From an optimization exercise on the open Yosys and OpenROAD flow, aimed at small area; shortcuts taken in it are not production practice. RTL that was checked went through simulation tests only; none was proved equivalent to the original. Power is estimated from default activity; no workload was simulated.

Setup of raven:
Design ow_slave, start of the top module:
module ow_slave (
    input  wire       clk,
    input  wire       rst,
    input  wire       ow_in,
    output wire       ow_oe,
    input  wire       h_valid,
    input  wire [3:0] h_op,
    input  wire [7:0] h_a,
    input  wire [7:0] h_b,
    output reg        h_ack,
    output reg        h_ok,
    output reg  [7:0] h_rdata,
    output wire       busy,
    output wire       crit,
    output wire [2:0] err,
    output wire [7:0] err_cmd,
    output wire       od,
    output wire       attached,
    output wire       dispatched,
    output wire [3:0] phase,
    output wire [2:0] bt
);
Size in the first run: roughly 2500 cells after synthesis, roughly 1100 flip-flops, about 58 I/O pins, ~42000 sq um of cells after synthesis.
clock: 12.0 ns
lec_check: 0
cap_margin: 20
core_margin: 2
core_utilization: 40
cts_buf_list: sky130_fd_sc_hd__clkbuf_16
cts_cluster_diameter: 100
cts_cluster_size: 25
place_density: 0.6
slew_margin: 20
synth_hierarchical: 1
run.sh (not shown) runs the stock make flow with config.mk's settings and CLKGATE_MAP_FILE= SYNTH_SCRIPT=/design/flow/synth_recipe.tcl, a recipe that flattens the netlist after the stock synthesis.
raven: full flow OK, the timing, DRC and antenna checks passed
What harbor does differently from raven at the input level:
diff --git a/flow/design.v b/flow/design.v
--- a/flow/design.v
+++ b/flow/design.v
@@ -104,33 +104,32 @@
         for (g = 0; g < 8; g = g + 1) begin : g_pb
             assign nB[g]  = ~((raddr[2:0] == g) | rst);
             assign nBw[g] = ~(((raddr[2:0] == g) & mem_we) | rst);
         end
         for (g = 0; g < 128; g = g + 1) begin : g_dec
             ow_nor2 u_d (.a(nA[g >> 3]), .b(nB[g & 7]),  .y(dec[g]));
             ow_nor2 u_e (.a(nA[g >> 3]), .b(nBw[g & 7]), .y(en[g]));
         end
     endgenerate
     wire [7:0] rd;
     generate
         for (b = 0; b < 8; b = b + 1) begin : g_rd
-            wire [42:0] l1;
+            wire [41:0] l1;
             for (g = 0; g < 42; g = g + 1) begin : g_l1
                 ow_a222oi u (.a1(dec[3*g]),   .a2(mem[3*g][b]),
                              .b1(dec[3*g+1]), .b2(mem[3*g+1][b]),
                              .c1(dec[3*g+2]), .c2(mem[3*g+2][b]), .y(l1[g]));
             end
-            ow_a222oi u_l1e (.a1(dec[126]), .a2(mem[126][b]), .b1(dec[127]), .b2(mem[127][b]),
-                             .c1(1'b0), .c2(1'b0), .y(l1[42]));
-            ow_nand43 u_l2 (.a(l1), .y(rd[b]));
+            ow_rdtail u_l2 (.a(l1[41:0]), .d0(dec[126]), .q0(mem[126][b]),
+                            .d1(dec[127]), .q1(mem[127][b]), .y(rd[b]));
         end
     endgenerate
     wire accept = h_valid && !rst && idle;
     always @* begin
         h_ack   = 1'b0;
         h_ok    = 1'b0;
         h_rdata = 8'h00;
         if (accept) begin
             h_ack = 1'b1;
             case (h_op)
                 OP_NOP:        h_ok = 1'b1;
                 OP_POLL:       h_ok = attached_r;
@@ -414,13 +413,15 @@
                             end
                         end
                     endcase
                 end
             endcase
         end
     end
 endmodule
 module ow_nor2(input a, b, output y); assign y = ~(a | b); endmodule
 module ow_a222oi(input a1, a2, b1, b2, c1, c2, output y);
     assign y = ~((a1 & a2) | (b1 & b2) | (c1 & c2));
 endmodule
-module ow_nand43(input [42:0] a, output y); assign y = ~&a; endmodule
+module ow_rdtail(input [41:0] a, input d0, q0, d1, q1, output y);
+    assign y = ~(&a) | (d0 & q0) | (d1 & q1);
+endmodule
==> comparison <==
harbor and raven ended up with nearly the same fraction of area in clock buffers and inverters. Clock latency reported for the late side of the worst-skew pair: harbor vs raven — no meaningful difference. Distinct cell type count after synthesis in harbor is 1 lower than in raven. Status: clock power parity (raven, harbor). Lower iteration-0 DRC count of the detailed router was reported by harbor, not raven. raven and harbor ended up with roughly the same cell count. raven → harbor: worst hold slack after final layout saw little to no change, relative area of non-clock buffer cells in the final design flat. The routed wire length in harbor was higher than what raven gave. harbor vs. raven: sequential cell area fraction in the yosys report essentially unchanged, core utilization essentially unchanged.
Only the layout flow was run in raven; the RTL was not checked for function there.

==> static timing again, ports no longer ideal <==
In the flow no input, the clock included, has a driving cell. The finished layouts below were timed again as built, in two steps.
Step 1 (the two cells are an assumption about what drives the block):
set clk [get_ports {clk}]
set_driving_cell -lib_cell sky130_fd_sc_hd__clkbuf_16 $clk
set_driving_cell -lib_cell sky130_fd_sc_hd__buf_2 [delete_from_list [all_inputs] $clk]
Step 2 moves the port delays by t, midway between the first and last clock arrival at a register: inputs arrive t later, outputs are due t later. That takes back most of the time a late clock gives input paths.
Slacks: ideal / step 1 / step 2; pairs: ideal / step 1.
run	t, ns	slack for setup (ns)	hold WS [ns]	slew at the worst register clock pin (ns)	worst data-port slew with drivers (ns)
raven	0.716	0.967 / 0.942 / 0.942	0.468 / 0.468 / 0.468	0.11 / 0.11	0.06
harbor	0.710	1.155 / 1.125 / 1.125	0.465 / 0.465 / 0.465	0.11 / 0.11	0.14
After both steps every run listed still meets setup and hold. For harbor, which loses most, drivers alone change the setup slack by -0.030 ns; drivers and shift together by -0.030 ns.
